Background: an optimization exercise with open tools, aiming at small area, a short achievable clock period and few clock cycles per item. Do not read the settings as production practice. The RTL was checked by simulation tests, not by an equivalence proof against the original design. Power and IR drop assume default switching activity.

<file path="flow/flow/run.sh">
#!/bin/bash
# The standard layout, with two changes to how the cells are sized:
#  - the port buffers are made from the smallest buffer cell (buf_1);
#  - after floorplan, every combinational cell is set to the smallest drive
#    strength of its footprint, so that the later timing repair sizes up
#    only what the timing needs.
# Each tool's output goes to a log of its own in the work folder.
set -euo pipefail
cd "$(dirname "$0")/.."
W=$PWD
R=$W/orfs/results/${FLOW_PLATFORM:-sky130hd}/dtl_hdr_codec/base
PB="BUFFER_PORTS_ARGS=-buffer_cell sky130_fd_sc_hd__buf_1"
bash standard.sh "$PB" floorplan > flow_make_floorplan.log 2>&1
RESULTS=$R openroad -no_init -exit flow/downsize.tcl > flow_downsize.log 2>&1
bash standard.sh "$PB" finish > flow_make_finish.log 2>&1
</file>
<file path="flow/flow/downsize.tcl">
# Set every combinational cell of 2_floorplan.odb to the smallest drive
# strength (_1) of its footprint. Registers, clock cells and tie cells stay.
set lib $::env(FLOW_HOME)/platforms/sky130hd/lib/sky130_fd_sc_hd__tt_025C_1v80.lib
read_liberty $lib
read_db $::env(RESULTS)/2_floorplan.odb
set db [ord::get_db]
set n 0
foreach inst [[ord::get_db_block] getInsts] {
  set m [[$inst getMaster] getName]
  if {![regexp {^(sky130_fd_sc_hd__[a-z0-9]+)_([0-9]+)$} $m -> base size]} { continue }
  if {$size == 1} { continue }
  if {[regexp {__(df|sdf|edf|dl|clk|conb|tap|fill|decap|diode|probe|lpflow)} $base]} { continue }
  set target ${base}_1
  set tm [$db findMaster $target]
  if {$tm == "NULL" || $tm == ""} { continue }
  puts "downsize [$inst getName] $m -> $target"
  $inst swapMaster $tm
  incr n
}
puts "downsized $n cells"
write_db $::env(RESULTS)/2_floorplan.odb
</file>
<file path="flow/constraint.sdc">
create_clock -name core_clock -period 5.0 [get_ports {clk}]
set_input_delay 1.0000 -clock core_clock [delete_from_list [all_inputs] [get_ports {clk}]]
set_output_delay 1.0000 -clock core_clock [all_outputs]
set_load 0.01 [all_outputs]
</file>
<file path="flow/design.v">
module dtl_hdr_codec (
    input  wire         clk,
    input  wire         rst,
    input  wire         cmd_valid,
    output wire         cmd_ready,
    input  wire         cmd_op,        
    input  wire         cmd_scr_en,    
    input  wire [11:0]  b_plen,
    input  wire [11:0]  b_seq,
    input  wire [3:0]   b_mod,
    input  wire [3:0]   b_fec,
    input  wire [7:0]   b_flen,
    input  wire [7:0]   b_cwid,
    input  wire [13:0]  b_off,
    input  wire [13:0]  b_short,
    input  wire [3:0]   b_emod,
    input  wire [3:0]   b_efec,
    input  wire [767:0] hdr_in,
    output wire         res_valid,
    output wire [95:0]  hdr_out,       
    output wire         res_ok,        
    output wire [11:0]  r_plen,
    output wire [11:0]  r_seq,
    output wire [3:0]   r_mod,
    output wire [3:0]   r_fec,
    output wire [7:0]   r_flen,
    output wire [7:0]   r_cwid,
    output wire [13:0]  r_off,
    output wire [13:0]  r_short,
    output wire [3:0]   r_emod,
    output wire [3:0]   r_efec
);
    localparam HB = 96;
    localparam [95:0] SCR_SEQ = 96'h542de72b306d746440934f70;
    reg [HB-1:0] body_bits;    
    reg [HB-1:0] sign_bits;    
    integer k;
    always @* begin
        body_bits = {HB{1'b0}};
        for (k = 0; k < 12; k = k + 1) body_bits[ 0 + k] = b_plen [11 - k];
        for (k = 0; k < 12; k = k + 1) body_bits[12 + k] = b_seq  [11 - k];
        for (k = 0; k < 4;  k = k + 1) body_bits[24 + k] = b_mod  [3 - k];
        for (k = 0; k < 4;  k = k + 1) body_bits[28 + k] = b_fec  [3 - k];
        for (k = 0; k < 8;  k = k + 1) body_bits[32 + k] = b_flen [7 - k];
        for (k = 0; k < 8;  k = k + 1) body_bits[40 + k] = b_cwid [7 - k];
        for (k = 0; k < 14; k = k + 1) body_bits[48 + k] = b_off  [13 - k];
        for (k = 0; k < 14; k = k + 1) body_bits[62 + k] = b_short[13 - k];
        for (k = 0; k < 4;  k = k + 1) body_bits[76 + k] = b_emod [3 - k];
        for (k = 0; k < 4;  k = k + 1) body_bits[80 + k] = b_efec [3 - k];
    end
    always @* begin
        for (k = 0; k < HB; k = k + 1) sign_bits[k] = hdr_in[8*k + 7];
    end
    assign cmd_ready = 1'b1;
    wire [87:0] m;
    wire [83:0] y_d;
    genvar gi;
    generate
        for (gi = 0; gi < 84; gi = gi + 1) begin : g_sel
            dtl_mux2 u_m (.s(cmd_op), .a(body_bits[gi]), .b(sign_bits[gi]), .y(m[gi]));
            if (SCR_SEQ[gi]) begin : g_scr
                dtl_xor2 u_s (.a(m[gi]), .b(cmd_scr_en), .y(y_d[gi]));
            end else begin : g_pass
                assign y_d[gi] = m[gi];
            end
        end
    endgenerate
    assign m[87:84] = cmd_op ? sign_bits[87:84] : 4'h0;
    wire [7:0]  mx = cmd_op ? sign_bits[95:88] : 8'h00;
    wire        pe = cmd_op && cmd_scr_en;
    wire n0;
    dtl_xor2 u_n0 (.a(m[24]), .b(m[3]), .y(n0));
    wire n1;
    dtl_xor2 u_n1 (.a(m[39]), .b(m[58]), .y(n1));
    wire n2;
    dtl_xor2 u_n2 (.a(m[44]), .b(m[7]), .y(n2));
    wire n3;
    dtl_xor2 u_n3 (.a(m[26]), .b(m[6]), .y(n3));
    wire n4;
    dtl_xor2 u_n4 (.a(m[43]), .b(m[53]), .y(n4));
    wire n5;
    dtl_xor2 u_n5 (.a(m[23]), .b(m[38]), .y(n5));
    wire n6;
    dtl_xor2 u_n6 (.a(m[71]), .b(m[73]), .y(n6));
    wire n7;
    dtl_xor2 u_n7 (.a(m[4]), .b(m[40]), .y(n7));
    wire n8;
    dtl_xor2 u_n8 (.a(m[27]), .b(m[41]), .y(n8));
    wire n9;
    dtl_xor2 u_n9 (.a(m[13]), .b(m[21]), .y(n9));
    wire n10;
    dtl_xor2 u_n10 (.a(m[1]), .b(m[37]), .y(n10));
    wire n11;
    dtl_xor2 u_n11 (.a(m[69]), .b(m[74]), .y(n11));
    wire n12;
    dtl_xor2 u_n12 (.a(m[75]), .b(m[81]), .y(n12));
    wire n13;
    dtl_xor2 u_n13 (.a(m[25]), .b(m[70]), .y(n13));
    wire n14;
    dtl_xor2 u_n14 (.a(m[48]), .b(m[57]), .y(n14));
    wire n15;
    dtl_xor2 u_n15 (.a(m[2]), .b(m[36]), .y(n15));
    wire n16;
    dtl_xor2 u_n16 (.a(m[22]), .b(m[72]), .y(n16));
    wire n17;
    dtl_xor2 u_n17 (.a(m[35]), .b(m[46]), .y(n17));
    wire n18;
    dtl_xor2 u_n18 (.a(m[10]), .b(m[42]), .y(n18));
    wire n19;
    dtl_xor2 u_n19 (.a(m[0]), .b(m[8]), .y(n19));
    wire n20;
    dtl_xor2 u_n20 (.a(m[55]), .b(m[59]), .y(n20));
    wire n21;
    dtl_xor2 u_n21 (.a(m[5]), .b(m[77]), .y(n21));
    wire n22;
    dtl_xor2 u_n22 (.a(m[19]), .b(pe), .y(n22));
    wire n23;
    dtl_xor2 u_n23 (.a(cmd_scr_en), .b(m[78]), .y(n23));
    wire n24;
    dtl_xor2 u_n24 (.a(m[17]), .b(m[28]), .y(n24));
    wire n25;
    dtl_xor2 u_n25 (.a(m[14]), .b(m[20]), .y(n25));
    wire n26;
    dtl_xor2 u_n26 (.a(m[56]), .b(m[83]), .y(n26));
    wire n27;
    dtl_xor2 u_n27 (.a(m[18]), .b(m[52]), .y(n27));
    wire n28;
    dtl_xor2 u_n28 (.a(m[16]), .b(m[45]), .y(n28));
    wire n29;
    dtl_xor2 u_n29 (.a(m[33]), .b(m[79]), .y(n29));
    wire n30;
    dtl_xor2 u_n30 (.a(m[42]), .b(m[85]), .y(n30));
    wire n31;
    dtl_xor2 u_n31 (.a(m[32]), .b(m[49]), .y(n31));
    wire n32;
    dtl_xor2 u_n32 (.a(m[61]), .b(m[84]), .y(n32));
    wire n33;
    dtl_xor2 u_n33 (.a(m[12]), .b(m[47]), .y(n33));
    wire n34;
    dtl_xor2 u_n34 (.a(m[11]), .b(m[51]), .y(n34));
    wire n35;
    dtl_xor2 u_n35 (.a(m[87]), .b(m[9]), .y(n35));
    wire n36;
    dtl_xor2 u_n36 (.a(m[34]), .b(m[82]), .y(n36));
    wire n37;
    dtl_xor2 u_n37 (.a(m[64]), .b(m[66]), .y(n37));
    wire n38;
    dtl_xor2 u_n38 (.a(m[31]), .b(m[63]), .y(n38));
    wire n39;
    dtl_xor2 u_n39 (.a(m[65]), .b(m[86]), .y(n39));
    wire n40;
    dtl_xor2 u_n40 (.a(m[60]), .b(m[76]), .y(n40));
    wire n41;
    dtl_xor2 u_n41 (.a(m[50]), .b(m[62]), .y(n41));
    wire n42;
    dtl_xor2 u_n42 (.a(m[29]), .b(m[54]), .y(n42));
    wire n43;
    dtl_xor2 u_n43 (.a(m[15]), .b(m[5]), .y(n43));
    wire n44;
    dtl_xor2 u_n44 (.a(m[30]), .b(m[67]), .y(n44));
    wire n45;
    dtl_xor2 u_n45 (.a(m[35]), .b(m[80]), .y(n45));
    wire n46;
    dtl_xor2 u_n46 (.a(m[39]), .b(m[68]), .y(n46));
    wire n47;
    dtl_xor2 u_n47 (.a(m[11]), .b(m[67]), .y(n47));
    wire n48;
    dtl_xor2 u_n48 (.a(m[54]), .b(m[45]), .y(n48));
    wire n49;
    dtl_xor2 u_n49 (.a(m[81]), .b(mx[0]), .y(n49));
    wire n50;
    dtl_xor2 u_n50 (.a(m[65]), .b(m[28]), .y(n50));
    wire n51;
    dtl_xor2 u_n51 (.a(m[38]), .b(m[1]), .y(n51));
    wire n52;
    dtl_xor2 u_n52 (.a(mx[1]), .b(m[83]), .y(n52));
    wire n53;
    dtl_xor2 u_n53 (.a(m[9]), .b(m[41]), .y(n53));
    wire n54;
    dtl_xor2 u_n54 (.a(m[12]), .b(m[23]), .y(n54));
    wire n55;
    dtl_xor2 u_n55 (.a(m[66]), .b(m[33]), .y(n55));
    wire n56;
    dtl_xor2 u_n56 (.a(m[61]), .b(m[21]), .y(n56));
    wire n57;
    dtl_xor2 u_n57 (.a(m[15]), .b(m[44]), .y(n57));
    wire n58;
    dtl_xor2 u_n58 (.a(m[50]), .b(m[49]), .y(n58));
    wire n59;
    dtl_xor2 u_n59 (.a(m[3]), .b(m[26]), .y(n59));
    wire n60;
    dtl_xor2 u_n60 (.a(m[22]), .b(m[82]), .y(n60));
    wire n61;
    dtl_xor2 u_n61 (.a(m[71]), .b(m[84]), .y(n61));
    wire n62;
    dtl_xor2 u_n62 (.a(m[51]), .b(mx[2]), .y(n62));
    wire n63;
    dtl_xor2 u_n63 (.a(m[47]), .b(m[37]), .y(n63));
    wire n64;
    dtl_xor2 u_n64 (.a(m[52]), .b(m[6]), .y(n64));
    wire n65;
    dtl_xor2 u_n65 (.a(m[60]), .b(m[16]), .y(n65));
    wire n66;
    dtl_xor2 u_n66 (.a(m[75]), .b(m[14]), .y(n66));
    wire n67;
    dtl_xor2 u_n67 (.a(m[73]), .b(m[7]), .y(n67));
    wire n68;
    dtl_xor2 u_n68 (.a(m[79]), .b(m[43]), .y(n68));
    wire n69;
    dtl_xor2 u_n69 (.a(mx[3]), .b(m[4]), .y(n69));
    wire n70;
    dtl_xor2 u_n70 (.a(m[24]), .b(m[29]), .y(n70));
    wire n71;
    dtl_xor2 u_n71 (.a(m[64]), .b(mx[4]), .y(n71));
    wire n72;
    dtl_xor2 u_n72 (.a(m[80]), .b(m[57]), .y(n72));
    wire n73;
    dtl_xor2 u_n73 (.a(m[86]), .b(m[76]), .y(n73));
    wire n74;
    dtl_xor2 u_n74 (.a(m[62]), .b(m[25]), .y(n74));
    wire n75;
    dtl_xor2 u_n75 (.a(m[48]), .b(m[13]), .y(n75));
    wire n76;
    dtl_xor2 u_n76 (.a(m[85]), .b(m[30]), .y(n76));
    wire n77;
    dtl_xor2 u_n77 (.a(m[18]), .b(m[59]), .y(n77));
    wire n78;
    dtl_xor2 u_n78 (.a(m[40]), .b(m[74]), .y(n78));
    wire n79;
    dtl_xor2 u_n79 (.a(m[63]), .b(mx[5]), .y(n79));
    wire n80;
    dtl_xor2 u_n80 (.a(m[70]), .b(m[32]), .y(n80));
    wire n81;
    dtl_xor2 u_n81 (.a(m[36]), .b(m[17]), .y(n81));
    wire n82;
    dtl_xor2 u_n82 (.a(m[0]), .b(m[27]), .y(n82));
    wire n83;
    dtl_xor2 u_n83 (.a(mx[7]), .b(m[2]), .y(n83));
    wire n84;
    dtl_xor2 u_n84 (.a(m[69]), .b(m[20]), .y(n84));
    wire n85;
    dtl_xor2 u_n85 (.a(m[87]), .b(m[59]), .y(n85));
    wire n86;
    dtl_xor2 u_n86 (.a(m[34]), .b(m[56]), .y(n86));
    wire n87;
    dtl_xor2 u_n87 (.a(m[53]), .b(m[31]), .y(n87));
    wire n88;
    dtl_xor2 u_n88 (.a(n0), .b(n8), .y(n88));
    wire n89;
    dtl_xor2 u_n89 (.a(n1), .b(n4), .y(n89));
    wire n90;
    dtl_xor2 u_n90 (.a(n15), .b(n7), .y(n90));
    wire n91;
    dtl_xor2 u_n91 (.a(n16), .b(n9), .y(n91));
    wire n92;
    dtl_xor2 u_n92 (.a(n11), .b(n3), .y(n92));
    wire n93;
    dtl_xor2 u_n93 (.a(n12), .b(n6), .y(n93));
    wire n94;
    dtl_xor2 u_n94 (.a(n13), .b(n21), .y(n94));
    wire n95;
    dtl_xor2 u_n95 (.a(n18), .b(n23), .y(n95));
    wire n96;
    dtl_xor2 u_n96 (.a(n10), .b(n5), .y(n96));
    wire n97;
    dtl_xor2 u_n97 (.a(n2), .b(n33), .y(n97));
    wire n98;
    dtl_xor2 u_n98 (.a(n34), .b(n38), .y(n98));
    wire n99;
    dtl_xor2 u_n99 (.a(n0), .b(n45), .y(n99));
    wire n100;
    dtl_xor2 u_n100 (.a(n36), .b(n40), .y(n100));
    wire n101;
    dtl_xor2 u_n101 (.a(n35), .b(n39), .y(n101));
    wire n102;
    dtl_xor2 u_n102 (.a(n24), .b(n30), .y(n102));
    wire n103;
    dtl_xor2 u_n103 (.a(n14), .b(n17), .y(n103));
    wire n104;
    dtl_xor2 u_n104 (.a(n43), .b(n5), .y(n104));
    wire n105;
    dtl_xor2 u_n105 (.a(n14), .b(n22), .y(n105));
    wire n106;
    dtl_xor2 u_n106 (.a(n19), .b(n31), .y(n106));
    wire n107;
    dtl_xor2 u_n107 (.a(n20), .b(n44), .y(n107));
    wire n108;
    dtl_xor2 u_n108 (.a(n10), .b(n42), .y(n108));
    wire n109;
    dtl_xor2 u_n109 (.a(n28), .b(n41), .y(n109));
    wire n110;
    dtl_xor2 u_n110 (.a(n47), .b(n49), .y(n110));
    wire n111;
    dtl_xor2 u_n111 (.a(n48), .b(n51), .y(n111));
    wire n112;
    dtl_xor2 u_n112 (.a(n25), .b(n50), .y(n112));
    wire n113;
    dtl_xor2 u_n113 (.a(n11), .b(n13), .y(n113));
    wire n114;
    dtl_xor2 u_n114 (.a(n60), .b(n17), .y(n114));
    wire n115;
    dtl_xor2 u_n115 (.a(n54), .b(n57), .y(n115));
    wire n116;
    dtl_xor2 u_n116 (.a(n20), .b(n53), .y(n116));
    wire n117;
    dtl_xor2 u_n117 (.a(n58), .b(n52), .y(n117));
    wire n118;
    dtl_xor2 u_n118 (.a(n56), .b(n55), .y(n118));
    wire n119;
    dtl_xor2 u_n119 (.a(n1), .b(n59), .y(n119));
    wire n120;
    dtl_xor2 u_n120 (.a(m[68]), .b(n25), .y(n120));
    wire n121;
    dtl_xor2 u_n121 (.a(n26), .b(n61), .y(n121));
    wire n122;
    dtl_xor2 u_n122 (.a(m[0]), .b(n62), .y(n122));
    wire n123;
    dtl_xor2 u_n123 (.a(n68), .b(n65), .y(n123));
    wire n124;
    dtl_xor2 u_n124 (.a(n16), .b(n64), .y(n124));
    wire n125;
    dtl_xor2 u_n125 (.a(n66), .b(n32), .y(n125));
    wire n126;
    dtl_xor2 u_n126 (.a(n67), .b(n69), .y(n126));
    wire n127;
    dtl_xor2 u_n127 (.a(n26), .b(n46), .y(n127));
    wire n128;
    dtl_xor2 u_n128 (.a(n23), .b(n74), .y(n128));
    wire n129;
    dtl_xor2 u_n129 (.a(n71), .b(n27), .y(n129));
    wire n130;
    dtl_xor2 u_n130 (.a(n72), .b(n32), .y(n130));
    wire n131;
    dtl_xor2 u_n131 (.a(n6), .b(n73), .y(n131));
    wire n132;
    dtl_xor2 u_n132 (.a(n79), .b(n78), .y(n132));
    wire n133;
    dtl_xor2 u_n133 (.a(n77), .b(n76), .y(n133));
    wire n134;
    dtl_xor2 u_n134 (.a(n29), .b(n2), .y(n134));
    wire n135;
    dtl_xor2 u_n135 (.a(n12), .b(n19), .y(n135));
    wire n136;
    dtl_xor2 u_n136 (.a(n75), .b(m[72]), .y(n136));
    wire n137;
    dtl_xor2 u_n137 (.a(n3), .b(n22), .y(n137));
    wire n138;
    dtl_xor2 u_n138 (.a(n37), .b(n2), .y(n138));
    wire n139;
    dtl_xor2 u_n139 (.a(n80), .b(mx[6]), .y(n139));
    wire n140;
    dtl_xor2 u_n140 (.a(n29), .b(n27), .y(n140));
    wire n141;
    dtl_xor2 u_n141 (.a(n37), .b(n85), .y(n141));
    wire n142;
    dtl_xor2 u_n142 (.a(n87), .b(n82), .y(n142));
    wire n143;
    dtl_xor2 u_n143 (.a(n9), .b(n83), .y(n143));
    wire n144;
    dtl_xor2 u_n144 (.a(n84), .b(n46), .y(n144));
    wire n145;
    dtl_xor2 u_n145 (.a(n86), .b(n18), .y(n145));
    wire n146;
    dtl_xor2 u_n146 (.a(n101), .b(n89), .y(n146));
    wire n147;
    dtl_xor2 u_n147 (.a(n91), .b(n95), .y(n147));
    wire n148;
    dtl_xor2 u_n148 (.a(n108), .b(n94), .y(n148));
    wire n149;
    dtl_xor2 u_n149 (.a(n107), .b(n92), .y(n149));
    wire n150;
    dtl_xor2 u_n150 (.a(n105), .b(n99), .y(n150));
    wire n151;
    dtl_xor2 u_n151 (.a(n106), .b(n90), .y(n151));
    wire n152;
    dtl_xor2 u_n152 (.a(n103), .b(n98), .y(n152));
    wire n153;
    dtl_xor2 u_n153 (.a(n109), .b(n88), .y(n153));
    wire n154;
    dtl_xor2 u_n154 (.a(n111), .b(n91), .y(n154));
    wire n155;
    dtl_xor2 u_n155 (.a(n112), .b(n113), .y(n155));
    wire n156;
    dtl_xor2 u_n156 (.a(n110), .b(n100), .y(n156));
    wire n157;
    dtl_xor2 u_n157 (.a(n114), .b(n118), .y(n157));
    wire n158;
    dtl_xor2 u_n158 (.a(n116), .b(n90), .y(n158));
    wire n159;
    dtl_xor2 u_n159 (.a(n117), .b(n93), .y(n159));
    wire n160;
    dtl_xor2 u_n160 (.a(n119), .b(n115), .y(n160));
    wire n161;
    dtl_xor2 u_n161 (.a(n121), .b(n122), .y(n161));
    wire n162;
    dtl_xor2 u_n162 (.a(n100), .b(n63), .y(n162));
    wire n163;
    dtl_xor2 u_n163 (.a(n104), .b(n90), .y(n163));
    wire n164;
    dtl_xor2 u_n164 (.a(n102), .b(n124), .y(n164));
    wire n165;
    dtl_xor2 u_n165 (.a(n126), .b(n125), .y(n165));
    wire n166;
    dtl_xor2 u_n166 (.a(n94), .b(n96), .y(n166));
    wire n167;
    dtl_xor2 u_n167 (.a(n123), .b(n88), .y(n167));
    wire n168;
    dtl_xor2 u_n168 (.a(n70), .b(n102), .y(n168));
    wire n169;
    dtl_xor2 u_n169 (.a(n129), .b(n97), .y(n169));
    wire n170;
    dtl_xor2 u_n170 (.a(n89), .b(n130), .y(n170));
    wire n171;
    dtl_xor2 u_n171 (.a(n131), .b(n128), .y(n171));
    wire n172;
    dtl_xor2 u_n172 (.a(n104), .b(n92), .y(n172));
    wire n173;
    dtl_xor2 u_n173 (.a(n136), .b(n134), .y(n173));
    wire n174;
    dtl_xor2 u_n174 (.a(n133), .b(n137), .y(n174));
    wire n175;
    dtl_xor2 u_n175 (.a(n135), .b(n132), .y(n175));
    wire n176;
    dtl_xor2 u_n176 (.a(n139), .b(n93), .y(n176));
    wire n177;
    dtl_xor2 u_n177 (.a(n88), .b(n81), .y(n177));
    wire n178;
    dtl_xor2 u_n178 (.a(n141), .b(n143), .y(n178));
    wire n179;
    dtl_xor2 u_n179 (.a(n96), .b(n142), .y(n179));
    wire n180;
    dtl_xor2 u_n180 (.a(n97), .b(n140), .y(n180));
    wire n181;
    dtl_xor2 u_n181 (.a(n145), .b(n93), .y(n181));
    wire n182;
    dtl_xor2 u_n182 (.a(n147), .b(n149), .y(n182));
    wire n183;
    dtl_xor2 u_n183 (.a(n156), .b(n154), .y(n183));
    wire n184;
    dtl_xor2 u_n184 (.a(n89), .b(n155), .y(n184));
    wire n185;
    dtl_xor2 u_n185 (.a(n150), .b(n151), .y(n185));
    wire n186;
    dtl_xor2 u_n186 (.a(n157), .b(n158), .y(n186));
    wire n187;
    dtl_xor2 u_n187 (.a(n148), .b(n120), .y(n187));
    wire n188;
    dtl_xor2 u_n188 (.a(n159), .b(n160), .y(n188));
    wire n189;
    dtl_xor2 u_n189 (.a(n163), .b(n162), .y(n189));
    wire n190;
    dtl_xor2 u_n190 (.a(n161), .b(n153), .y(n190));
    wire n191;
    dtl_xor2 u_n191 (.a(n127), .b(n165), .y(n191));
    wire n192;
    dtl_xor2 u_n192 (.a(n164), .b(n166), .y(n192));
    wire n193;
    dtl_xor2 u_n193 (.a(n152), .b(n167), .y(n193));
    wire n194;
    dtl_xor2 u_n194 (.a(n169), .b(n151), .y(n194));
    wire n195;
    dtl_xor2 u_n195 (.a(n171), .b(n172), .y(n195));
    wire n196;
    dtl_xor2 u_n196 (.a(n170), .b(n168), .y(n196));
    wire n197;
    dtl_xor2 u_n197 (.a(n173), .b(n148), .y(n197));
    wire n198;
    dtl_xor2 u_n198 (.a(n175), .b(n174), .y(n198));
    wire n199;
    dtl_xor2 u_n199 (.a(n146), .b(n153), .y(n199));
    wire n200;
    dtl_xor2 u_n200 (.a(n177), .b(n138), .y(n200));
    wire n201;
    dtl_xor2 u_n201 (.a(n152), .b(n176), .y(n201));
    wire n202;
    dtl_xor2 u_n202 (.a(n144), .b(n180), .y(n202));
    wire n203;
    dtl_xor2 u_n203 (.a(n179), .b(n150), .y(n203));
    wire n204;
    dtl_xor2 u_n204 (.a(n178), .b(n181), .y(n204));
    wire n205;
    dtl_xor2 u_n205 (.a(n185), .b(n183), .y(n205));
    wire n206;
    dtl_xor2 u_n206 (.a(n186), .b(n187), .y(n206));
    wire n207;
    dtl_xor2 u_n207 (.a(n190), .b(n182), .y(n207));
    wire n208;
    dtl_xor2 u_n208 (.a(n192), .b(n193), .y(n208));
    wire n209;
    dtl_xor2 u_n209 (.a(n195), .b(n194), .y(n209));
    wire n210;
    dtl_xor2 u_n210 (.a(n197), .b(n198), .y(n210));
    wire n211;
    dtl_xor2 u_n211 (.a(n200), .b(n182), .y(n211));
    wire n212;
    dtl_xor2 u_n212 (.a(n146), .b(n201), .y(n212));
    wire n213;
    dtl_xor2 u_n213 (.a(n204), .b(n202), .y(n213));
    wire [15:0] p_d = {n213, n212, n211, n210, n209, n208, n207, n206, n205, n203, n199, n196, n191, n189, n188, n184};
    reg                v_q;
    reg  [83:0]        y_q;
    reg                e_q;        
    reg  [16-1:0] p_q;
    always @(posedge clk) begin
        if (rst) v_q <= 1'b0;
        else     v_q <= cmd_valid;
        y_q <= y_d;
        e_q <= cmd_scr_en;
        p_q <= p_d;
    end
    wire q0;
    dtl_xor2 u_q0 (.a(p_q[7]), .b(p_q[0]), .y(q0));
    wire q1;
    dtl_xor2 u_q1 (.a(p_q[1]), .b(p_q[8]), .y(q1));
    wire q2;
    dtl_xor2 u_q2 (.a(p_q[9]), .b(p_q[2]), .y(q2));
    wire q3;
    dtl_xor2 u_q3 (.a(p_q[3]), .b(p_q[10]), .y(q3));
    wire q4;
    dtl_xor2 u_q4 (.a(p_q[4]), .b(p_q[11]), .y(q4));
    wire q5;
    dtl_xor2 u_q5 (.a(p_q[5]), .b(p_q[12]), .y(q5));
    wire q6;
    dtl_xor2 u_q6 (.a(p_q[13]), .b(p_q[14]), .y(q6));
    wire q7;
    dtl_xor2 u_q7 (.a(p_q[15]), .b(p_q[6]), .y(q7));
    wire [7:0] t = {q7, q6, q5, q4, q3, q2, q1, q0};
    assign res_valid = v_q;
    assign hdr_out   = {t, 2'b00, e_q, 1'b0, y_q};
    wire [3:0] ok_a;
    wire [1:0] ok_b;
    dtl_nor2  u_ok_a0 (.a(t[0]), .b(t[1]), .y(ok_a[0]));
    dtl_nor2  u_ok_a1 (.a(t[2]), .b(t[3]), .y(ok_a[1]));
    dtl_nor2  u_ok_a2 (.a(t[4]), .b(t[5]), .y(ok_a[2]));
    dtl_nor2  u_ok_a3 (.a(t[6]), .b(t[7]), .y(ok_a[3]));
    dtl_nand2 u_ok_b0 (.a(ok_a[0]), .b(ok_a[1]), .y(ok_b[0]));
    dtl_nand2 u_ok_b1 (.a(ok_a[2]), .b(ok_a[3]), .y(ok_b[1]));
    dtl_nor2  u_ok_c  (.a(ok_b[0]), .b(ok_b[1]), .y(res_ok));
    genvar g;
    generate
        for (g = 0; g < 12; g = g + 1) begin : g_plen
            assign r_plen[11 - g] = y_q[ 0 + g];
            assign r_seq [11 - g] = y_q[12 + g];
        end
        for (g = 0; g < 4; g = g + 1) begin : g_id
            assign r_mod [3 - g] = y_q[24 + g];
            assign r_fec [3 - g] = y_q[28 + g];
            assign r_emod[3 - g] = y_q[76 + g];
            assign r_efec[3 - g] = y_q[80 + g];
        end
        for (g = 0; g < 8; g = g + 1) begin : g_byte
            assign r_flen[7 - g] = y_q[32 + g];
            assign r_cwid[7 - g] = y_q[40 + g];
        end
        for (g = 0; g < 14; g = g + 1) begin : g_wide
            assign r_off  [13 - g] = y_q[48 + g];
            assign r_short[13 - g] = y_q[62 + g];
        end
    endgenerate
endmodule
module dtl_mux2 (input wire s, input wire a, input wire b, output wire y);
    assign y = s ? b : a;
endmodule
module dtl_nor2 (input wire a, input wire b, output wire y);
    assign y = ~(a | b);
endmodule
module dtl_nand2 (input wire a, input wire b, output wire y);
    assign y = ~(a & b);
endmodule
module dtl_xor2 (input wire a, input wire b, output wire y);
    assign y = a ^ b;
endmodule
</file>
<file path="flow/standard.sh">
#!/bin/bash
# synth_recipe.tcl (not shown) runs the flow's synth.tcl, then flattens the netlist and writes it again
# the make line also repeats each setting of config.mk as NAME=value (left out here)
make -C /OpenROAD-flow-scripts/flow DESIGN_CONFIG=/design/flow/config.mk WORK_HOME=/design/flow/orfs CLKGATE_MAP_FILE= SYNTH_SCRIPT=/design/flow/synth_recipe.tcl "${@:-finish}"
</file>
<file path="flow/config.mk">
export PLATFORM = sky130hd
export DESIGN_NAME = dtl_hdr_codec
export DESIGN_NICKNAME = dtl_hdr_codec
export VERILOG_FILES = /design/flow/design.v
export SDC_FILE = /design/flow/constraint.sdc
export NUM_CORES = 4
export LEC_CHECK = 0
export CAP_MARGIN = 20
export CORE_AREA = 10 10 290 290
export DIE_AREA = 0 0 300 300
export PLACE_DENSITY = 0.9
export SETUP_SLACK_MARGIN = 2.7
export SLEW_MARGIN = 20
export SYNTH_HIERARCHICAL = 1
export SYNTH_MINIMUM_KEEP_SIZE = 0
export TNS_END_PERCENT = 10
</file>
==> results of run 1 <==
-- metrics by stage --
step / util (%) / instances
after floorplan: - / 571
after global placement: 10.5 / 1879
after detailed placement: 10.5 / 1879
after CTS: 12.2 / 1919
after global routing: 12.5 / 1923
final: 12.5 / 1928
-- cell usage after synthesis --
cell type  count
buf_4         97
nor2_1         5
nand2_1        2
buf_6          1
nor2b_1        1
conb_1         2
xor2_1       262
and2_2         9
mux2_4        84
dfxtp_1      102
and2_1         4
-- what timing repair did --
action                     4_1_cts  5_1_grt
hold buffers                     0        0
pin swaps                       37       25
setup buffers                   15        4
gates cloned                     9        0
setup endpoints to repair       32       19
gates resized for setup        170       30
-- cells by family (layout without fill, tap and decap cells) --
kind of cell | count (synthesis) | count (layout) | share of synthesized area, %
muxes | 84 | 84 | 19.5
other | 2 | 9 | 0.116
buffers and inverters | 98 | 410 | 11.4
DFF | 102 | 102 | 31.6
and+or+nand+nor | 21 | 21 | 1.93
xor gates and xnor gates | 262 | 262 | 35.5
-- sequential cells by signal (all words and copies together) (netlist names) --
register	cells
p_q	16
y_q	84
e_q	1
v_q	1
-- per-module statistics from Yosys, one instance, submodules excluded --
module         cells inside  times used
dtl_mux2                  1          84
dtl_nand2                 1           2
dtl_hdr_codec           216           1
dtl_xor2                  1         262
dtl_nor2                  1           5
-- path summary, 6_finish.rpt --
kind | endpoint | slack, ns | startpoint | cells after the start
max | p_q[13] | 2.19 | cmd_op | 7
min | v_q | 0.77 | rst | 2
-- metal layers --
layer,vias to the layer above,GRT usage [%],wire length (um)
li1,2273,-,-
met1,2693,13.3,21700
met2,548,16.7,22000
met3,110,3.21,4660
met4,2,3.92,2210
met5,-,0,13
-- final cells by class --
type,instances,area [um2]
Clock inverter,7,67.6
Sequential cell,102,2040
Fill cell,8777,67900
Antenna cell,5,12.5
Tap cell,1040,1300
Timing Repair Buffer,394,1800
Clock buffer,9,225
Multi-Input combinational cell,371,4290
-- critical path, stage by stage --
cell,delay [ns]
clkbuf_8,0.19
mux2_1,0.49
xor2_4,0.37
xor2_2,0.31
xor2_2,0.25
xor2_2,0.27
xor2_1,0.20
-- power by group through the flow --
| stage | clock, mW | sequential (mW) | combinational [mW] |
|---|---|---|---|
| detailed placement | 0 | 1.08 | 1.51 |
| floorplan | 0 | 1.08 | 1.06 |
| finish | 0.735 | 1.08 | 1.88 |
| global placement | 0 | 1.08 | 1.48 |
| global route | 0.767 | 1.08 | 1.97 |
| CTS | 0.735 | 1.07 | 1.73 |
-- layout by cell type (no fill, tap or decap), drive strengths merged --
cell    instances
xor2          262
buf           391
inv             3
clkinv          4
diode           5
clkbuf         12
conb            4
and2           13
nand2           2
mux2           84
nor2b           1
nor2            5
dfxtp         102
==> impl_metrics.yaml, run 1 <==
clock_tree:
  cts_sinks: 102
  clockBufferDepth: 2
  root_buffer: "clkbuf_16"
  clkTransAtPathRegs_ns: 0.09
  cts_tree: "done"
  htreeDepth: 3
  numCtsBuffers: 9
status:
  status: "finished clean"
worst_setup_path:
  worstPathMaxFanout: 12
  cp-start-kind: "input port"
  end_kind: "register"
  path_class: "input port to register"
  required_ns: 5.29
  worstPathArrival_ns: 3.10
die:
  ioPinCount: 1040
  die_h_um: 300
  rows: 102
  die_w_um: 300
  die_area_um2: 90000
  initial_core_util_pct: 8.34
  core_um2: 77600
power_and_ir_drop:
  ir_drop_mv: 0.475
  power_leakage_nw: 3.47
  pwr-share-seq_pct: 29.2
  p_comb_share_pct: 50.9
  p_clk_share_pct: 19.9
  total_power_mw: 3.69
  powerDensity_nw_per_um2: 379
  intPower_mw: 1.98
  netSwitchingPower_mw: 1.70
  power_switching_share_pct: 46.3
routing:
  ant_nets: 0
  wirelength_um: 50500
  route.detailed.drc: 0
  viasPerCell: 2.92
  dr.pass1.iters: 5
  routedWlPerCell_um: 26.2
  num_vias: 5626
  drt-initial-drc-count: 332
global_routing:
  grt_first_pass_wirelength_um: 62300
  grt_overflow: 0
  grt_usage_pct: 10.5
  grt_pass1_vias: 6426
  grt_max_degree: 28
  antenna_found_initial: 16
logic_synthesis:
  synth_top_area_share_pct: 35.5
  synth_area_per_cell_um2: 11.4
  ys_seq_elements: 102
  yosysUniqueCellTypes: 11
  syn_inst: 569
  ys_warn_count: 7
  synth_largest_area_cell: "xor2_1"
  yosysSeqAreaShare_pct: 31.6
  synth_area_leaders: "xor2_1, dfxtp_1, mux2_4"
  syn_area_um2: 6470
place:
  place_ws_ns: 1.02
  place_hpwl_um: 39800
  placed_cell_area_um2: 8120
  numPortBuffers: 363
  place.gp.congestion: 0.835
timing:
  finalMaxSlewViolations: 0
  setup_ws_ns: 2.19
  worst_pin_slew_ns: 0.602
  tns_ns: 0
  slew_headroom_pct: 59.8
  hold_viol_final: 0
  finalHoldWorstSlack_ns: 0.773
  fin_crit_ns: 2.81
  finalCritPeriodShare_pct: 56.2
  setup_viol_count_final: 0
  rsz0062_at_grt: "yes"
  max_freq_mhz: 356
worst_hold_path:
  hold_class: "input port to register"
cells_and_area:
  drive_gt1_share_pct: 20.0
  syn2layout_area_growth_pct: 50.4
  final_cell_area_um2: 9730
  nNetsFinal: 1735
job:
  max_cap_viol_count: 0
Testbench counts, summed over its fixed seeds: cycles 968, items 960.
==> inputs of run 2 (changes only) <==
--- a/flow/config.mk
+++ b/flow/config.mk
@@ -9,5 +9,4 @@
 export CORE_AREA = 10 10 290 290
 export DIE_AREA = 0 0 300 300
-export PLACE_DENSITY = 0.9
 export SETUP_SLACK_MARGIN = 2.7
 export SLEW_MARGIN = 20
==> impl_metrics.yaml, run 2 <==
timing:
  fin_crit_ns: 2.64
  rsz0062_at_grt: "yes"
  tns_ns: 0
  finalMaxSlewViolations: 0
  worst_pin_slew_ns: 0.566
  setup_viol_count_final: 0
  hold_viol_final: 0
  finalCritPeriodShare_pct: 52.7
  slew_headroom_pct: 62.3
  max_freq_mhz: 379
worst_setup_path:
  cp-start-kind: "input port"
  required_ns: 5.31
  cp_slowest_stage_delay_ns: 0.41
  end_kind: "register"
  cp_common_cell: "xor2_1"
  path_class: "input port to register"
  worstPathMaxFanout: 12
  worstPathArrival_ns: 2.94
  critPathSlowestCell: "mux2_2"
  path_cells: "clkbuf_16 > buf_16 > mux2_2 > xor2_4 > xor2_1 > xor2_1 > xor2_1 > xor2_1"
clock_tree:
  cts_tree: "done"
  root_buffer: "clkbuf_16"
  cts_sinks: 102
  clockBufferDepth: 2
  numCtsBuffers: 9
  hold_buffers: 0
  clkTransAtPathRegs_ns: 0.09
  htreeDepth: 3
routing:
  routedWlPerCell_um: 22.2
  route.detailed.drc: 0
  num_vias: 5047
  viasPerCell: 2.61
  wirelength_um: 42900
  dr.pass1.iters: 4
  drt-initial-drc-count: 173
  ant_nets: 0
status:
  status: "finished clean"
logic_synthesis:
  ys_warn_count: 7
  synthFlopType: "dfxtp_1"
  ys_seq_elements: 102
  yosysSeqAreaShare_pct: 31.6
  synth_top_area_share_pct: 35.5
  yosysUniqueCellTypes: 11
  synth.most_common_cell: "xor2_1"
  async_reset_ff_share_pct: 0
  syn_area_um2: 6470
  synth_area_per_cell_um2: 11.4
  syn_inst: 569
  synth_largest_area_cell: "xor2_1"
  synth_area_leaders: "xor2_1, dfxtp_1, mux2_4"
  synth_commonest_cells: "xor2_1, dfxtp_1, buf_4"
  synth-edff-count: 0
die:
  die_w_um: 300
  core_um2: 77600
  ioPinCount: 1040
  initial_core_util_pct: 8.34
  die_area_um2: 90000
  die_h_um: 300
  rows: 102
global_routing:
  grt_overflow: 0
  antenna_found_initial: 17
  grt_usage_pct: 9.09
  grt_first_pass_wirelength_um: 53700
  grt_pass1_vias: 5907
  grt_max_degree: 33
place:
  place.gp.congestion: 0.839
  place_hpwl_um: 37000
  numPortBuffers: 363
  placed_cell_area_um2: 8160
cells_and_area:
  final_cell_area_um2: 9820
  final_common_cell: "buf_1"
  final_cell_mix: "buf_1, xor2_1, dfxtp_1"
  syn2layout_area_growth_pct: 51.8
  top_register: "y_q"
  largest_reg_flops: 84
  fillerInstances: 8940
  drive_gt1_share_pct: 22.3
  biggestRegsByFlops: "y_q x84, p_q x16"
  nNetsFinal: 1738
power_and_ir_drop:
  ir_drop_mv: 0.364
  powerDensity_nw_per_um2: 364
  pwr-share-seq_pct: 29.7
  intPower_mw: 2.05
  p_comb_share_pct: 49.0
  power_leakage_nw: 3.53
  p_clk_share_pct: 21.3
  power_switching_share_pct: 42.7
  netSwitchingPower_mw: 1.53
job:
  max_cap_viol_count: 0
worst_hold_path:
  hold_class: "input port to register"
[run 2: cell counts after synthesis]
No cell type changed its count.
[run 2: kinds of logic (layout without fill, tap and decap cells)]
kind of cell	after synthesis	after routing	synth area share, %
buffers and inverters	98	413	11.4
muxes	84	84	19.5
other	2	10	0.116
xor gates and xnor gates	262	262	35.5
DFF	102	102	31.6
and+or+nand+nor	21	21	1.93
[run 2: per-layer routing]
| layer | GRT usage [%] | vias to the layer above | routed length (um) |
|---|---|---|---|
| met2 | 14.4 | 345 | 18900 |
| met3 | 3.39 | 32 | 4020 |
| met5 | 0 | - | 13 |
| li1 | - | 2269 | - |
| met1 | 11.7 | 2399 | 19300 |
| met4 | 1.75 | 2 | 646 |
[run 2: repair_timing]
action,in CTS,in global routing
buffers inserted,17,4
gates resized for setup,189,41
hold endpoints to repair,0,0
cloned,4,2
pin swaps,42,26
setup endpoints to repair,23,18
[run 2: Yosys stat by module (local to each module, per instance)]
| module | flip-flops and latches | cells |
|---|---|---|
| dtl_mux2 | 0 | 1 |
| dtl_xor2 | 0 | 1 |
| dtl_nand2 | 0 | 1 |
| dtl_nor2 | 0 | 1 |
| dtl_hdr_codec | 102 | 216 |
[run 2: worst paths after layout]
check | startpoint | endpoint | slack, ns | cells past startpoint
max | cmd_op | p_q[11] | 2.36 | 8
min | rst | v_q | 0.79 | 2
[run 2: worst max-delay path: cells and delay by family]
family / cells / cell delay (ns)
xor+xnor: 5 / 1.15
buf+inv: 2 / 0.36
mux: 1 / 0.41
[run 2: through the flow]
step,setup slack [ns],utilization [%],hold WS [ns],cells,total power [mW]
after global placement,1.03,10.5,1.17,1883,2.55
final,2.36,12.7,0.794,1932,3.57
after detailed placement,1.02,10.5,1.17,1883,2.55
after CTS,2.34,12.2,0.777,1920,3.54
after global routing,2.32,12.6,0.795,1926,3.77
after floorplan,2.58,-,1.03,571,2.15
[run 2: power groups by stage]
stage          Sequential (mW)  Clock (mW)  Combinational, mW
2_1_floorplan             1.08           0               1.06
3_3_place_gp              1.07           0               1.48
3_5_place_dp              1.07           0               1.48
4_1_cts                   1.06       0.773               1.71
5_1_grt                   1.07       0.799               1.90
6_report                  1.06       0.761               1.75
[run 2: area by class of cell]
type / instances / area, um2 / area share [%]
diodes: 6 / 15.0 / 0.153
clock buffers: 9 / 225 / 2.29
clock inverters: 7 / 80.1 / 0.816
multi-input cells: 371 / 4360 / 44.4
flip-flops and latches: 102 / 2040 / 20.8
well taps: 1040 / 1300 / 13.3
repair buffers: 397 / 1790 / 18.3
==> inputs of run 3 (changes only) <==
--- a/flow/config.mk
+++ b/flow/config.mk
@@ -9,7 +9,7 @@
 export CORE_AREA = 10 10 290 290
 export DIE_AREA = 0 0 300 300
-export SETUP_SLACK_MARGIN = 2.7
+export SETUP_SLACK_MARGIN = 3.0
 export SLEW_MARGIN = 20
 export SYNTH_HIERARCHICAL = 1
 export SYNTH_MINIMUM_KEEP_SIZE = 0
-export TNS_END_PERCENT = 10
+export TNS_END_PERCENT = 20
==> impl_metrics.yaml, run 3 <==
place:
  placed_cell_area_um2: 8140
  numPortBuffers: 363
  place_hpwl_um: 37500
  place.gp.congestion: 0.863
  place_ws_ns: 1.24
  dp_cells: 1880
status:
  status: "finished clean"
global_routing:
  grt_usage_pct: 9.57
  grt_pass1_vias: 6175
  grt_overflow: 0
  grt_max_degree: 36
  antenna_found_initial: 8
  grt_first_pass_wirelength_um: 56500
routing:
  wirelength_um: 45100
  ant_nets: 0
  dr.pass1.iters: 4
  route.detailed.drc: 0
  num_vias: 5220
  routedWlPerCell_um: 23.1
  drt-initial-drc-count: 225
  viasPerCell: 2.67
logic_synthesis:
  synth_commonest_cells: "xor2_1, dfxtp_1, buf_4"
  ys_warn_count: 7
  synth.most_common_cell: "xor2_1"
  synth-simple-area-share_pct: 1.93
  synth_area_per_cell_um2: 11.4
  synth-edff-count: 0
  syn_inst: 569
  yosysSeqAreaShare_pct: 31.6
  muxShareOfSynthArea_pct: 19.5
  synth_top_area_share_pct: 35.5
  yosysUniqueCellTypes: 11
  synth_area_leaders: "xor2_1, dfxtp_1, mux2_4"
  async_reset_ff_share_pct: 0
  syn_area_um2: 6470
  ys_seq_elements: 102
  synth_largest_area_cell: "xor2_1"
  synthFlopType: "dfxtp_1"
  synth-compound-area-share_pct: 0
  synth_xor_area_share_pct: 35.5
  synth_top_family_by_area: "XOR/XNOR gates"
  synthAdderAreaFrac_pct: 0
clock_tree:
  hold_buffers: 0
  numCtsBuffers: 9
  htreeDepth: 3
  cts_tree: "done"
  clkTransAtPathRegs_ns: 0.08
  cts_sinks: 102
  clockBufferDepth: 2
  root_buffer: "clkbuf_16"
die:
  ioPinCount: 1040
  die_w_um: 300
  die_area_um2: 90000
  rows: 102
  core_um2: 77600
  initial_core_util_pct: 8.34
  die_h_um: 300
power_and_ir_drop:
  netSwitchingPower_mw: 1.64
  p_clk_share_pct: 19.2
  pwr-share-seq_pct: 28.6
  power_leakage_nw: 3.82
  powerDensity_nw_per_um2: 354
  power_switching_share_pct: 43.9
  intPower_mw: 2.09
  p_comb_share_pct: 52.2
  ir_drop_mv: 0.258
worst_setup_path:
  worstPathArrival_ns: 3.03
  worstPathMaxFanout: 6
  end_kind: "register"
  path_class: "input port to register"
  required_ns: 5.30
  cp-start-kind: "input port"
timing:
  worst_pin_slew_ns: 0.665
  rsz0062_at_grt: "yes"
  slew_headroom_pct: 55.7
  finalHoldWorstSlack_ns: 0.789
  setup_ws_ns: 2.26
  tns_ns: 0
  hold_viol_final: 0
  max_freq_mhz: 365
  setup_viol_count_final: 0
  finalCritPeriodShare_pct: 54.7
  finalMaxSlewViolations: 0
  fin_crit_ns: 2.74
cells_and_area:
  biggestRegsByFlops: "y_q x84, p_q x16"
  largest_reg_flops: 84
  final_cell_count_no_fill: 1955
  drive_gt1_share_pct: 29.0
  syn2layout_area_growth_pct: 62.7
  top_register: "y_q"
  nNetsFinal: 1763
  final_common_cell: "buf_1"
  final_cell_mix: "buf_1, xor2_1, dfxtp_1"
  final_cell_area_um2: 10500
worst_hold_path:
  hold-path-cell-count: 2
  hold_class: "input port to register"
job:
  max_cap_viol_count: 0
run 3: cell counts after synthesis:
No cell type changed its count.
run 3: kinds of logic after synthesis:
family | Yosys count
XOR/XNOR | 262
other | 2
multiplexers | 84
buffers and inverters | 98
flip-flops | 102
AND/OR/NAND/NOR | 21
run 3: worst max-delay path: stages:
cell and delay, ns:
clkbuf_16 0.16, buf_16 0.16, buf_12 0.15, mux2_1 0.39
xor2_1 0.29, xor2_1 0.32, xor2_1 0.21, xor2_1 0.19
xor2_1 0.15
run 3: cell type report:
cell class                      instances  area, um2
Sequential cell                       102       2040
Clock inverter                          7       56.3
Timing Repair Buffer                  422       2220
Antenna cell                            4       10.0
Clock buffer                            9        225
Tap cell                             1040       1300
Fill cell                            8793      67100
Multi-Input combinational cell        371       4670
run 3: layer usage:
| layer | global-route usage [%] | wire length (um) | up-vias |
|---|---|---|---|
| met5 | 0 | 0 | - |
| met4 | 2.45 | 1430 | 0 |
| met3 | 3.15 | 3920 | 49 |
| met2 | 15.5 | 20100 | 363 |
| met1 | 12.0 | 19700 | 2508 |
| li1 | - | - | 2300 |
run 3: final timing paths:
path / from / endpoint / slack (ns)
setup / recovery: cmd_op / p_q[9] / 2.26
hold / removal: rst / v_q / 0.79
run 3: modules after synthesis, one instance, submodules excluded:
module,cell area [um2],flops+latches,cells inside
dtl_hdr_codec,2890,102,216
dtl_mux2,15.0,0,1
dtl_nand2,3.75,0,1
dtl_nor2,3.75,0,1
dtl_xor2,8.76,0,1
run 3: metrics by stage:
| stage | utilization, % | total power, mW |
|---|---|---|
| 2_1_floorplan | - | 2.15 |
| 3_3_place_gp | 10.5 | 2.58 |
| 3_5_place_dp | 10.5 | 2.58 |
| 4_1_cts | 13.1 | 3.67 |
| 5_1_grt | 13.6 | 3.91 |
| 6_report | 13.6 | 3.73 |
run 3: power groups by stage:
stage	clock [mW]	combinational, mW	sequential (mW)
2_1_floorplan	0	1.07	1.08
3_3_place_gp	0	1.51	1.07
3_5_place_dp	0	1.51	1.07
4_1_cts	0.733	1.88	1.06
5_1_grt	0.759	2.08	1.08
6_report	0.715	1.95	1.07
run 3: timing repair:
action,4_1_cts,5_1_grt
gates resized for setup,268,38
cloned,8,1
pin swaps,56,27
endpoints found under the setup margin,115,85
setup buffers,36,10
==> inputs of run 4 (changes only) <==
==> flow/flow/run.sh (replaced) <==
#!/bin/bash
# The standard layout, with two changes to how the cells are sized:
#  - the port buffers are made from the smallest buffer cell (buf_1);
#  - the pins of each header bit sit side by side (flow/io.tcl);
#  - after floorplan, every combinational cell is set to the smallest drive
#    strength of its footprint, so that the later timing repair sizes up
#    only what the timing needs.
# Each tool's output goes to a log of its own in the work folder.
set -euo pipefail
cd "$(dirname "$0")/.."
W=$PWD
R=$W/orfs/results/${FLOW_PLATFORM:-sky130hd}/dtl_hdr_codec/base
PB="BUFFER_PORTS_ARGS=-buffer_cell sky130_fd_sc_hd__buf_1"
IO="PRE_IO_PLACEMENT_TCL=$W/flow/io.tcl"
bash standard.sh "$PB" "$IO" floorplan > flow_make_floorplan.log 2>&1
RESULTS=$R openroad -no_init -exit flow/downsize.tcl > flow_downsize.log 2>&1
bash standard.sh "$PB" "$IO" finish > flow_make_finish.log 2>&1
==> flow/flow/io.tcl (new file) <==
# Pin order: each header bit's sample sign, field input and both outputs side
# by side, bits in order around the die, in the middle part of each edge.
set_io_pin_constraint -group -order -region bottom:60-240 -pin_names {hdr_in[7] b_plen[11] hdr_out[0] r_plen[11] hdr_in[15] b_plen[10] hdr_out[1] r_plen[10] hdr_in[23] b_plen[9] hdr_out[2] r_plen[9] hdr_in[31] b_plen[8] hdr_out[3] r_plen[8] hdr_in[39] b_plen[7] hdr_out[4] r_plen[7] hdr_in[47] b_plen[6] hdr_out[5] r_plen[6] hdr_in[55] b_plen[5] hdr_out[6] r_plen[5] hdr_in[63] b_plen[4] hdr_out[7] r_plen[4] hdr_in[71] b_plen[3] hdr_out[8] r_plen[3] hdr_in[79] b_plen[2] hdr_out[9] r_plen[2] hdr_in[87] b_plen[1] hdr_out[10] r_plen[1] hdr_in[95] b_plen[0] hdr_out[11] r_plen[0] hdr_in[103] b_seq[11] hdr_out[12] r_seq[11] hdr_in[111] b_seq[10] hdr_out[13] r_seq[10] hdr_in[119] b_seq[9] hdr_out[14] r_seq[9] hdr_in[127] b_seq[8] hdr_out[15] r_seq[8] hdr_in[135] b_seq[7] hdr_out[16] r_seq[7] hdr_in[143] b_seq[6] hdr_out[17] r_seq[6] hdr_in[151] b_seq[5] hdr_out[18] r_seq[5] hdr_in[159] b_seq[4] hdr_out[19] r_seq[4] hdr_in[167] b_seq[3] hdr_out[20] r_seq[3] hdr_in[679] hdr_out[84] hdr_in[687] hdr_out[85] hdr_in[695] hdr_out[86] cmd_op cmd_scr_en}
set_io_pin_constraint -group -order -region right:60-240 -pin_names {hdr_in[175] b_seq[2] hdr_out[21] r_seq[2] hdr_in[183] b_seq[1] hdr_out[22] r_seq[1] hdr_in[191] b_seq[0] hdr_out[23] r_seq[0] hdr_in[199] b_mod[3] hdr_out[24] r_mod[3] hdr_in[207] b_mod[2] hdr_out[25] r_mod[2] hdr_in[215] b_mod[1] hdr_out[26] r_mod[1] hdr_in[223] b_mod[0] hdr_out[27] r_mod[0] hdr_in[231] b_fec[3] hdr_out[28] r_fec[3] hdr_in[239] b_fec[2] hdr_out[29] r_fec[2] hdr_in[247] b_fec[1] hdr_out[30] r_fec[1] hdr_in[255] b_fec[0] hdr_out[31] r_fec[0] hdr_in[263] b_flen[7] hdr_out[32] r_flen[7] hdr_in[271] b_flen[6] hdr_out[33] r_flen[6] hdr_in[279] b_flen[5] hdr_out[34] r_flen[5] hdr_in[287] b_flen[4] hdr_out[35] r_flen[4] hdr_in[295] b_flen[3] hdr_out[36] r_flen[3] hdr_in[303] b_flen[2] hdr_out[37] r_flen[2] hdr_in[311] b_flen[1] hdr_out[38] r_flen[1] hdr_in[319] b_flen[0] hdr_out[39] r_flen[0] hdr_in[327] b_cwid[7] hdr_out[40] r_cwid[7] hdr_in[335] b_cwid[6] hdr_out[41] r_cwid[6] hdr_in[703] hdr_out[87] hdr_in[711] hdr_out[88] hdr_in[719] hdr_out[89] cmd_valid rst}
set_io_pin_constraint -group -order -region top:60-240 -pin_names {hdr_in[343] b_cwid[5] hdr_out[42] r_cwid[5] hdr_in[351] b_cwid[4] hdr_out[43] r_cwid[4] hdr_in[359] b_cwid[3] hdr_out[44] r_cwid[3] hdr_in[367] b_cwid[2] hdr_out[45] r_cwid[2] hdr_in[375] b_cwid[1] hdr_out[46] r_cwid[1] hdr_in[383] b_cwid[0] hdr_out[47] r_cwid[0] hdr_in[391] b_off[13] hdr_out[48] r_off[13] hdr_in[399] b_off[12] hdr_out[49] r_off[12] hdr_in[407] b_off[11] hdr_out[50] r_off[11] hdr_in[415] b_off[10] hdr_out[51] r_off[10] hdr_in[423] b_off[9] hdr_out[52] r_off[9] hdr_in[431] b_off[8] hdr_out[53] r_off[8] hdr_in[439] b_off[7] hdr_out[54] r_off[7] hdr_in[447] b_off[6] hdr_out[55] r_off[6] hdr_in[455] b_off[5] hdr_out[56] r_off[5] hdr_in[463] b_off[4] hdr_out[57] r_off[4] hdr_in[471] b_off[3] hdr_out[58] r_off[3] hdr_in[479] b_off[2] hdr_out[59] r_off[2] hdr_in[487] b_off[1] hdr_out[60] r_off[1] hdr_in[495] b_off[0] hdr_out[61] r_off[0] hdr_in[503] b_short[13] hdr_out[62] r_short[13] hdr_in[727] hdr_out[90] hdr_in[735] hdr_out[91] hdr_in[743] hdr_out[92] clk res_ok}
set_io_pin_constraint -group -order -region left:60-240 -pin_names {hdr_in[511] b_short[12] hdr_out[63] r_short[12] hdr_in[519] b_short[11] hdr_out[64] r_short[11] hdr_in[527] b_short[10] hdr_out[65] r_short[10] hdr_in[535] b_short[9] hdr_out[66] r_short[9] hdr_in[543] b_short[8] hdr_out[67] r_short[8] hdr_in[551] b_short[7] hdr_out[68] r_short[7] hdr_in[559] b_short[6] hdr_out[69] r_short[6] hdr_in[567] b_short[5] hdr_out[70] r_short[5] hdr_in[575] b_short[4] hdr_out[71] r_short[4] hdr_in[583] b_short[3] hdr_out[72] r_short[3] hdr_in[591] b_short[2] hdr_out[73] r_short[2] hdr_in[599] b_short[1] hdr_out[74] r_short[1] hdr_in[607] b_short[0] hdr_out[75] r_short[0] hdr_in[615] b_emod[3] hdr_out[76] r_emod[3] hdr_in[623] b_emod[2] hdr_out[77] r_emod[2] hdr_in[631] b_emod[1] hdr_out[78] r_emod[1] hdr_in[639] b_emod[0] hdr_out[79] r_emod[0] hdr_in[647] b_efec[3] hdr_out[80] r_efec[3] hdr_in[655] b_efec[2] hdr_out[81] r_efec[2] hdr_in[663] b_efec[1] hdr_out[82] r_efec[1] hdr_in[671] b_efec[0] hdr_out[83] r_efec[0] hdr_in[751] hdr_out[93] hdr_in[759] hdr_out[94] hdr_in[767] hdr_out[95] res_valid cmd_ready}
--- a/flow/config.mk
+++ b/flow/config.mk
@@ -9,7 +9,7 @@
 export CORE_AREA = 10 10 290 290
 export DIE_AREA = 0 0 300 300
-export SETUP_SLACK_MARGIN = 3.0
+export SETUP_SLACK_MARGIN = 2.7
 export SLEW_MARGIN = 20
 export SYNTH_HIERARCHICAL = 1
 export SYNTH_MINIMUM_KEEP_SIZE = 0
-export TNS_END_PERCENT = 20
+export TNS_END_PERCENT = 10
==> impl_metrics.yaml, run 4 <==
place:
  place.gp.congestion: 0.839
  place_ws_ns: 1.19
  numPortBuffers: 363
  place_hpwl_um: 28900
cells_and_area:
  nNetsFinal: 1737
  top_register: "y_q"
  drive_gt1_share_pct: 18.8
  syn2layout_area_growth_pct: 48.0
  largest_reg_flops: 84
  final_cell_mix: "buf_1, xor2_1, dfxtp_1"
  fillerInstances: 8911
  final_util_pct: 12.3
  final_common_cell: "buf_1"
  biggestRegsByFlops: "y_q x84, p_q x16"
logic_synthesis:
  synthFlopType: "dfxtp_1"
  yosysSeqAreaShare_pct: 31.6
  synth_area_per_cell_um2: 11.4
  ys_seq_elements: 102
  async_reset_ff_share_pct: 0
  yosysUniqueCellTypes: 11
  synth-edff-count: 0
  syn_area_um2: 6470
  synth.most_common_cell: "xor2_1"
  synth_top_area_share_pct: 35.5
  syn_inst: 569
  synth_largest_area_cell: "xor2_1"
  synth_commonest_cells: "xor2_1, dfxtp_1, buf_4"
  synth_area_leaders: "xor2_1, dfxtp_1, mux2_4"
  ys_warn_count: 7
die:
  core_um2: 77600
  die_w_um: 300
  rows: 102
  die_area_um2: 90000
  initial_core_util_pct: 8.34
  ioPinCount: 1040
  die_h_um: 300
clock_tree:
  cts_tree: "done"
  hold_buffers: 0
  numCtsBuffers: 9
  clkTransAtPathRegs_ns: 0.08
  clockBufferDepth: 2
  cts_sinks: 102
  root_buffer: "clkbuf_16"
  htreeDepth: 3
timing:
  setup_viol_count_final: 0
  tns_ns: 0
  fin_crit_ns: 2.71
  worst_pin_slew_ns: 0.507
  finalCritPeriodShare_pct: 54.2
  hold_viol_final: 0
  max_freq_mhz: 369
  rsz0062_at_grt: "yes"
  setup_ws_ns: 2.29
  slew_headroom_pct: 66.3
  finalMaxSlewViolations: 0
worst_setup_path:
  required_ns: 5.31
  path_class: "input port to register"
  cp-start-kind: "input port"
  worstPathArrival_ns: 3.02
  worstPathMaxFanout: 12
  end_kind: "register"
power_and_ir_drop:
  powerDensity_nw_per_um2: 360
  total_power_mw: 3.45
  ir_drop_mv: 0.191
  power_leakage_nw: 3.48
routing:
  drt-initial-drc-count: 159
  viasPerCell: 2.50
  wirelength_um: 36100
  dr.pass1.iters: 4
  num_vias: 4816
  ant_nets: 0
  route.detailed.drc: 0
  routedWlPerCell_um: 18.7
global_routing:
  antenna_found_initial: 14
  grt_overflow: 0
  grt_first_pass_wirelength_um: 45200
  grt_max_degree: 26
  grt_pass1_vias: 5429
  grt_usage_pct: 7.62
worst_hold_path:
  hold-path-cell-count: 2
  hold_class: "input port to register"
job:
  max_cap_viol_count: 0
status:
  status: "finished clean"
## run 4: Yosys stat by module (local to each module, per instance)
module	cells	flops+latches
dtl_mux2	1	0
dtl_xor2	1	0
dtl_nand2	1	0
dtl_hdr_codec	216	102
dtl_nor2	1	0
## run 4: worst paths after layout
check / from / end / slack [ns]
worst max-delay path: cmd_op / p_q[11] / 2.29
worst min-delay path: rst / v_q / 0.78
## run 4: metrics by stage
stage / instance area, um2 / std cells / hold WS [ns]
finish: 9580 / 1930 / 0.779
global route: 9560 / 1925 / 0.770
CTS: 9210 / 1917 / 0.765
detailed placement: 8130 / 1880 / 1.20
global placement: 8130 / 1880 / 1.20
floorplan: 6550 / 571 / 1.03
## run 4: worst max-delay path: stages
cell and delay [ns]:
clkbuf_16 0.17, bufbuf_16 0.32, mux2_2 0.41, xor2_1 0.21
xor2_1 0.24, xor2_1 0.24, xor2_1 0.22, xor2_1 0.18
## run 4: power by group
part / internal [mW] / switching [mW] / total [mW] / leakage, nW
Combinational: 0.651 / 1.04 / 1.69 / 2.49
Clock: 0.352 / 0.368 / 0.721 / 0.128
Sequential: 0.973 / 0.0622 / 1.03 / 0.861
Total: 1.98 / 1.47 / 3.45 / 3.48
## run 4: cell families (layout without fill, tap and decap cells)
family | after synthesis | after routing | synth area share (%)
DFF | 102 | 102 | 31.6
buffers and inverters | 98 | 411 | 11.4
muxes | 84 | 84 | 19.5
other | 2 | 10 | 0.116
and+or+nand+nor | 21 | 21 | 1.93
xor gates and xnor gates | 262 | 262 | 35.5
## run 4: what timing repair did
item,CTS,global route
endpoints found under the setup margin,21,22
cloned,7,2
hold endpoints to repair,0,0
setup buffers,15,5
pin swaps,22,22
resized for setup,138,50
## run 4: layout make-up
type,count,area (um2),area share (%)
Antenna cell,6,15.0,0.157
Clock buffer,11,243,2.53
Clock inverter,4,32.5,0.340
Multi-Input combinational cell,371,4120,43.1
Sequential cell,102,2040,21.3
Tap cell,1040,1300,13.6
Timing Repair Buffer,396,1820,19.0
## run 4: per-layer routing
metal  part of all wire [%]  GRT usage, %
met4                    2.4          3.04
met5                  0.047             0
met3                    8.6          2.30
met2                     49          13.0
met1                     40          8.81

-- separate check: timing with driven ports --
Ports are ideal in the flow. The routed layouts listed here were re-timed in OpenROAD. Step 1, drivers: a clkbuf_16 drives clk and a buf_2 each remaining input, both assumed. Step 2 times the ports against the registers' clock, not the clock port: input delays grow and output delays shrink by t, the midpoint of the rising clock arrivals with the driver on. Slacks: ideal / step 1 / step 2; pairs: ideal / step 1.
| run | shift t [ns] | slack for setup (ns) | worst setup path at the end | slew at the worst register clock pin (ns) |
|---|---|---|---|---|
| run 1 | 0.412 | 2.191 / 1.921 / 1.509 | input to register | 0.09 / 0.09 |
| run 2 | 0.417 | 2.364 / 2.086 / 1.669 | input to register | 0.09 / 0.09 |
| run 3 | 0.422 | 2.263 / 2.149 / 1.726 | input to register | 0.08 / 0.08 |
| run 4 | 0.430 | 2.289 / 2.115 / 1.685 | input to register | 0.09 / 0.09 |
After both steps setup and hold are still met in every run listed. For run 2, which loses most, drivers alone change the setup slack by -0.278 ns; drivers and shift together by -0.695 ns.
